Source: an optimization exercise on an open RTL-to-GDS flow (aim: small area). Production flows keep margins and buffers that such runs may drop.
No functional check of the RTL was part of this run.
Power figures rest on the tool's default switching activity, not on a simulated workload.

[flow/config.mk]
export PLATFORM = sky130hd
export DESIGN_NAME = fuzix_glue
export DESIGN_NICKNAME = fuzix_glue
export VERILOG_FILES = /design/flow/design.v
export SDC_FILE = /design/flow/constraint.sdc
export NUM_CORES = 4
export LEC_CHECK = 0
export CAP_MARGIN = 20
export CORE_MARGIN = 2
export CORE_UTILIZATION = 40
export SLEW_MARGIN = 20
[flow/constraint.sdc]
create_clock -name core_clock -period 10.0 [get_ports {clk}]
set_input_delay 2.0000 -clock core_clock [delete_from_list [all_inputs] [get_ports {clk}]]
set_output_delay 2.0000 -clock core_clock [all_outputs]
set_load 0.01 [all_outputs]
[flow/design.v]
module glue_timer (
    input  wire       clk,
    input  wire       rst,         
    input  wire       wr_en,       
    input  wire [2:0] wr_off,      
    input  wire [7:0] wr_data,
    input  wire       tick,
    output wire [7:0] count,       
    output wire       irq
);
    reg [15:0] ticks;
    reg [7:0]  target_n;    
    reg        paused;
    reg        irq_q;
    wire w_tgt   = wr_en && wr_off == 3'd0;
    wire w_rst   = wr_en && wr_off == 3'd2;
    wire w_trig  = wr_en && wr_off == 3'd3;
    wire w_pause = wr_en && wr_off == 3'd4;
    wire w_cont  = wr_en && wr_off == 3'd5;
    wire clr = w_tgt || w_rst || w_trig;
    wire [7:0]  n_target = w_tgt ? wr_data : ~target_n;
    wire        n_paused = w_pause || (paused && !clr && !w_cont);
    wire        n_irq    = w_trig || (irq_q && !(w_tgt || w_rst || w_cont));
    wire        go   = tick && !n_paused;
    wire [15:0] inc  = ticks + {15'd0, go};      
    wire [15:0] t    = clr ? 16'd1 : inc;        
    wire        tz   = n_target == 8'd0;
    wire        hit  = !tz && t[7:0] == n_target;    
    wire        fire = tz ? !t[15] : hit;
    wire        zero = clr || (go && hit);
    wire [15:0] n_t  = zero ? {15'd0, clr && go && !hit} : inc;
    always @(posedge clk) begin
        if (rst) begin
            ticks  <= 16'd0;
            target_n <= 8'd0;
            paused <= 1'b1;
            irq_q  <= 1'b0;
        end else begin
            target_n <= ~n_target;
            paused <= n_paused;
            ticks  <= n_t;
            irq_q  <= (go && fire) || n_irq;
        end
    end
    assign count = ticks[7:0];
    assign irq   = irq_q;
endmodule
module glue_disk (
    input  wire        clk,
    input  wire        rst,              
    input  wire        store_open,
    input  wire        store_writable,
    input  wire [40:0] store_size,
    input  wire        wr_en,            
    input  wire        rd_en,            
    input  wire [2:0]  off,              
    input  wire [7:0]  wr_data,
    output wire [7:0]  rd_data,          
    output wire [40:0] st_addr,
    output wire        st_re,
    output wire        st_we,
    output wire [7:0]  st_wdata,
    input  wire [7:0]  st_rdata
);
    reg        status;       
    reg        seeked;
    reg [7:0]  param0, param1, param2, param3;
    reg [40:0] pos;
    wire        le  = off[1];
    reg  [41:0] cc;
    integer     i;
    always @(*) begin
        cc[0] = le;
        for (i = 0; i < 41; i = i + 1)
            cc[i+1] = (store_size[i] & ~pos[i]) | (store_size[i] & cc[i]) |
                      (~pos[i] & cc[i]);
    end
    wire        cmp = cc[41];
    wire data_rd = rd_en && off == 3'd5;
    wire data_wr = wr_en && off == 3'd5;
    assign st_addr  = pos;
    assign st_re    = store_open && data_rd && cmp;
    assign st_we    = store_open && data_wr && store_writable && cmp;
    assign st_wdata = wr_data;
    wire data_ok = st_re || st_we;
    wire cmd     = wr_en && off == 3'd0 && store_open;
    wire select  = cmd && wr_data == 8'h00;
    wire seek    = cmd && wr_data == 8'h01;
    wire stat_nok = seeked ? !cmp : status;
    assign rd_data = {7'd0, rd_en && off == 3'd6 && stat_nok} |
                     ((rd_en && off == 3'd5 && st_re) ? st_rdata : 8'h00);
    always @(posedge clk) begin
        if (rst) begin
            status <= !store_open;
            seeked <= 1'b0;
            pos    <= 41'd0;
        end else begin
            if (seek) begin
                seeked <= 1'b1;
                pos    <= {param3, param2, param1, param0, 9'd0};
            end else begin
                if (select || data_rd || data_wr) begin
                    seeked <= 1'b0;
                    status <= !select && !data_ok;
                end
                pos <= pos + {40'd0, data_ok};
            end
        end
        if (rst || (wr_en && off == 3'd1)) param0 <= rst ? 8'd0 : wr_data;
        if (rst || (wr_en && off == 3'd2)) param1 <= rst ? 8'd0 : wr_data;
        if (rst || (wr_en && off == 3'd3)) param2 <= rst ? 8'd0 : wr_data;
        if (rst || (wr_en && off == 3'd4)) param3 <= rst ? 8'd0 : wr_data;
    end
endmodule
module fuzix_glue (
    input  wire        clk,
    input  wire        rst,              
    input  wire        store_open,
    input  wire        store_writable,
    input  wire [40:0] store_size,
    input  wire        bus_valid,
    input  wire        bus_rd,           
    input  wire        bus_sync,         
    input  wire [15:0] bus_addr,
    input  wire [7:0]  bus_wdata,
    output reg         data_drive,       
    output reg  [7:0]  data_out,         
    input  wire        tick,
    output wire        irq,
    output wire        mem_re,
    output wire        mem_we,
    output wire [15:0] mem_addr,
    output wire [7:0]  mem_wdata,
    input  wire [7:0]  mem_rdata,
    output wire        st_re,
    output wire        st_we,
    output wire [40:0] st_addr,
    output wire [7:0]  st_wdata,
    input  wire [7:0]  st_rdata
);
    wire page_fe   = bus_addr[15:8] == 8'hFE && !bus_addr[4] && !bus_addr[3];
    wire in_disk   = page_fe && bus_addr[7:5] == 3'b011 && bus_addr[2:0] != 3'd7;
    wire in_timer  = page_fe && bus_addr[7:5] == 3'b100 &&
                     !(bus_addr[2] && bus_addr[1]);
    wire in_mem    = !in_disk && !in_timer;
    wire [2:0] off = bus_addr[2:0];
    wire cyc = bus_valid && !rst;
    wire rd  = cyc && bus_rd;
    wire wr  = cyc && !bus_rd;
    assign mem_re    = rd && in_mem;
    assign mem_we    = wr && in_mem;
    assign mem_addr  = bus_addr;
    assign mem_wdata = bus_wdata;
    wire [7:0] timer_count;
    glue_timer u_timer (
        .clk     (clk),
        .rst     (rst),
        .wr_en   (wr && in_timer),
        .wr_off  (off),
        .wr_data (bus_wdata),
        .tick    (tick),
        .count   (timer_count),
        .irq     (irq)
    );
    wire [7:0] disk_rdata;
    glue_disk u_disk (
        .clk            (clk),
        .rst            (rst),
        .store_open     (store_open),
        .store_writable (store_writable),
        .store_size     (store_size),
        .wr_en          (wr && in_disk),
        .rd_en          (rd && in_disk),
        .off            (off),
        .wr_data        (bus_wdata),
        .rd_data        (disk_rdata),
        .st_addr        (st_addr),
        .st_re          (st_re),
        .st_we          (st_we),
        .st_wdata       (st_wdata),
        .st_rdata       (st_rdata)
    );
    wire [7:0] rdata = in_disk  ? disk_rdata :
                       in_timer ? (off == 3'd1 ? timer_count : 8'h00) :
                                  mem_rdata;
    always @(posedge clk) begin
        if (rst)
            data_drive <= 1'b0;
        else if (bus_valid)
            data_drive <= bus_rd;
        if (bus_valid)
            data_out <= rdata;
    end
endmodule
[flow/flow/run.sh]
#!/bin/bash
# The standard ORFS layout with three changes:
#  - synthesis maps the logic with an area-oriented ABC script
#    (flow/abc_area.script) in place of ORFS's speed script; everything
#    else in synthesis (registers, flattening, renaming) is the standard flow's own;
#  - the port buffers are the smallest buffer cell;
#  - the clock tree uses small clock buffers and no dummy loads.
set -euo pipefail
HERE=$PWD
# ORFS synth.tcl, with the ABC script replaced
sed 's#^source \$::env(SCRIPTS_DIR)/synth_preamble.tcl#&\nset abc_args [lreplace $abc_args 1 1 '"$HERE"'/flow/abc_area.script]#' \
    "$FLOW_HOME/scripts/synth.tcl" > my_synth_body.tcl
grep -q abc_area.script my_synth_body.tcl
# The standard flow's synthesis wrapper, sourcing the copy above
sed 's#source \$::env(SCRIPTS_DIR)/synth.tcl#source '"$HERE"'/my_synth_body.tcl#' synth_recipe.tcl > my_synth_recipe.tcl
grep -q my_synth_body.tcl my_synth_recipe.tcl
# standard.sh, with the synthesis script swapped
sed 's#SYNTH_SCRIPT=[^ ]*#SYNTH_SCRIPT='"$HERE"'/my_synth_recipe.tcl#' standard.sh > my_standard.sh
grep -q my_synth_recipe.tcl my_standard.sh
export BUFFER_PORTS_ARGS="-buffer_cell sky130_fd_sc_hd__buf_1"
export CTS_ARGS="-sink_clustering_enable -repair_clock_nets -dont_use_dummy_load -buf_list {sky130_fd_sc_hd__clkbuf_4 sky130_fd_sc_hd__clkbuf_8}"
bash my_standard.sh finish > standard.log 2>&1
[flow/flow/abc_area.script]
&get -n
&st
&deepsyn -T 60
&syn2
&dch -f
&nf -R 1000
&st
&syn2
&dch -f
&nf -R 1000
&put
[flow/standard.sh]
#!/bin/bash
# synth_recipe.tcl (not shown) runs the flow's synth.tcl, then flattens the netlist and writes it again
# the make line also repeats each setting of config.mk as NAME=value (left out here)
make -C /OpenROAD-flow-scripts/flow DESIGN_CONFIG=/design/flow/config.mk WORK_HOME=/design/flow/orfs CLKGATE_MAP_FILE= SYNTH_SCRIPT=/design/flow/synth_recipe.tcl "${@:-finish}"
==> reports/results.tsv <==
stage	metric	value	unit
outcome	status	complete, no violations	
logic_synthesis	Synth Warn #	3	
route	Avg Vias per Cell	5.133	
global_route	gr ovfl total	0	
pwr	Worst VDD drop	0.00006479	V
final_layout	# fillers	1353	
final_layout	most frequent cells in the layout	171 x buf_1, 97 x nand2_1, 69 x dfxtp_1	
floorplanning	Die H	121.5	µm
worst_hold_path	Worst Hold Class	reg -> reg	
worst_setup_path	worst setup path start	bus_addr[1]	
clock_network	Resize count post-CTS	0	
clock_network	cts hold-fix bufs	0	
route	final routed DRC violation total	0	
logic_synthesis	Post-synth EDFFs	41	
worst_setup_path	max incr delay on CP	350	ps
sta	Fmax	0.1059	GHz
clock_network	TritonCTS Sinks	110	
pwr	PwrDens	119.0	nW/µm²
final_layout	most common library cell in the layout ignoring fill and taps	buf_1	
sta	minimum hold slack	418.6	ps
final_layout	post-route cell area	6374	µm²
sta	Tcrit/Tclk final	94.47	%
global_route	vias in the first global route	4526	
placed_design	dpl cells	959	
floorplanning	# IOs	176	
final_layout	final antenna diode count	0	
logic_synthesis	sequential share of the synthesized area	47.30	%
sta	min Tclk post-route	9447	ps
worst_setup_path	Worst setup EP type	primary output	
sta	worst rel slew slack	45.37	%
global_route	first-pass GRT wire length	21800	µm
final_layout	utilization after layout	47.75	%
logic_synthesis	Synth area leader	dfxtp_1	
logic_synthesis	Synth top area share	25.01	%
logic_synthesis	ys flop type	dfxtp_1	
worst_setup_path	CP max stage cell	maj3_2	
route	DRT Pass-1 Iters	7	
route	Via Count	4969	
global_route	initial antenna violation count	0	
clock_network	Clock transition at path regs	120	ps
clock_network	Root Driver	clkbuf_8	
pwr	Leakage	2.066	nW
sta	Fin. Hold Viols	0	
worst_setup_path	CP max FO	4	
route	Post-DRT Antenna Nets	0	
worst_setup_path	worst path required time	8000	ps
floorplanning	row count	42	
worst_setup_path	Critical Path AT	7450	ps
sta	Final Skew	39.35	ps
final_layout	FF+latch area	2613	µm²
clock_network	CTS tree	yes	
placed_design	gpl congestion	0.9624	
logic_synthesis	Netlist cell types	45	
logic_synthesis	Area contributors post-synth	dfxtp_1 25%, edfxtp_1 22%, nand2_1 6.6%, xnor2_1 5.4%, o21ai_0 5.2%	
clock_network	Num CTS Buffers	9	
logic_synthesis	cell area after synthesis	5523	µm²
worst_setup_path	Crit Path Class	in -> out	
logic_synthesis	Mean Syn Cell Area	8.752	µm²
final_layout	fin nets	887	
final_layout	Multi-input gate area	2497	µm²
global_route	GRT Util Overall	18.73	%
placed_design	DP Wirelength	10830	µm
job	max cap viols	0	
global_route	largest net degree at the start of global routing	35	
final_layout	Area Growth Syn to Fin	15.41	%
clock_network	Post-CTS Setup Repair Bufs	0	
logic_synthesis	flops & latches, synth	110	
sta	fin. max-slew vios	0	
sta	slew at the pin closest to its max-slew limit	819.5	ps
route	WL/cell	14.43	µm
worst_hold_path	Hold Startpoint	u_disk.param0[2]	
floorplanning	die area	14760	µm²
placed_design	number of buffers added on ports	174	
floorplanning	core region area	13350	µm²
logic_synthesis	Net Count, Synth	724	
clock_network	clock insertion delay at the later pin of the skew report	390	ps
worst_setup_path	element type at the critical path start	input port	
placed_design	Post-Place Cell Area	6237	µm²
floorplanning	initial core utilization	41.38	%
logic_synthesis	async set-reset flop share out of synthesis	0	%
logic_synthesis	Gate Count Post-Synth	631	
clock_network	CTS Buffer Depth	2	
route	Routed Wire Length	13970	µm
clock_network	# H-tree levels	3	
worst_setup_path	Worst R2R Start	u_disk.pos[2]	
route	Starting DRT DRC Count	274	
final_layout	share of cells above drive strength 1	3.283	%
final_layout	non-filler cells, final	968	
sta	setup violators final	0	
floorplanning	Die X	121.5	µm
-- synth_stat cells, drive strengths merged, types with 10 or more instances --
cell type / number
clkinv: 50
a21oi: 17
a22oi: 10
buf: 32
dfxtp: 69
edfxtp: 41
and2: 10
xor2: 15
o22ai: 12
xnor2: 34
and3: 10
o21ai: 57
nand3: 30
nor2: 61
nand2: 97
-- final timing paths --
path                            slack, ps        endpoint  depth (start not counted)
worst min-delay path                  420  u_disk.pos[11]                          2
worst max register to register       2350  u_disk.pos[24]                         49
worst max-delay path                  550           st_we                         40
worst min register to register        420  u_disk.pos[11]                          2
-- through the flow --
| step | setup TNS [ps] | total power [mW] | setup WS, ps |
|---|---|---|---|
| final | 0 | 0.7584 | 552.7 |
| after global routing | -38.10 | 0.7873 | -26.76 |
| after CTS | 0 | 0.7648 | 105.7 |
| after detailed placement | 0 | 0.5513 | 160.5 |
| after global placement | 0 | 0.5499 | 116.2 |
| after floorplan | 0 | 0.5234 | 1206 |
-- cells by family after synthesis --
| logic type | share of synthesized area [%] |
|---|---|
| AO/OA/AOI/OAI | 14.93 |
| XOR/XNOR | 7.771 |
| adder cells (fa/ha/maj) | 1.087 |
| buffers and inverters | 7.748 |
| flip-flops | 47.30 |
| multiplexers | 0.1812 |
| AND/OR/NAND/NOR | 20.98 |
-- routing by layer --
metal  GRT usage (%)  wire length [µm]  vias to the layer above
met5               0                 0                        -
met3           3.853               739                       17
li1                -                 -                     2515
met2           31.64              6728                      162
met1           24.63              6309                     2275
met4           4.670               189                        0
-- final cells by class --
class / instances / share of cell area, %
Clock buffer: 9 / 1.943
Inverter: 50 / 2.945
Multi-Input combinational cell: 439 / 39.18
Sequential cell: 110 / 40.99
Tap cell: 176 / 3.455
Timing Repair Buffer: 184 / 11.48
-- where the power goes --
group | total, mW | leakage, nW | internal (mW) | switching [mW]
Clock | 0.218 | 0.0647 | 0.0814 | 0.136
Combinational | 0.0582 | 1.05 | 0.0194 | 0.0388
Sequential | 0.483 | 0.952 | 0.479 | 0.00389
-- critical path, delay by kind of cell --
kind,cells,cell delay [ps]
AND/OR/NAND/NOR,3,520
adder cells (fa/ha/maj),1,350
AO/OA/AOI/OAI,34,4340
buffers and inverters,2,240
-- flip-flops by register name, indices dropped and copies added, names as in the netlist --
| signal | cells |
|---|---|
| u_disk.param0 | 8 |
| data_out | 8 |
| u_timer.irq_q | 1 |
| u_timer.ticks | 16 |
| u_disk.status | 1 |
| u_timer.target_n | 8 |
| u_timer.paused | 1 |
| u_disk.param3 | 8 |
| u_disk.pos | 41 |
| data_drive | 1 |
| u_disk.param1 | 8 |
| u_disk.seeked | 1 |
| u_disk.param2 | 8 |

## port drivers added, routing unchanged
In the flow no input, the clock included, has a driving cell. The finished layout below was timed again as built, in two steps.
Step 1 sets driving cells, clkbuf_16 on the clock port and buf_2 on the other inputs (assumed; they add their load-dependent delay and slew).
Step 2 adds t to the input delays and takes it off the output delays; t is the mean of the earliest and latest rising clock arrival at the registers after step 1. Input paths then give back, and output paths get back, about the clock's delay inside the block.
a / b / c = no drivers / after step 1 / after step 2; a / b = the first two.
t, ns: 0.399
slack for setup (ns): 0.553 / 0.530 / 0.530
cell pins on the clock port's net: 1
After both steps this run still meets setup and hold. The setup slack of this run moves by -0.023 ns with the drivers and by -0.023 ns with both steps.
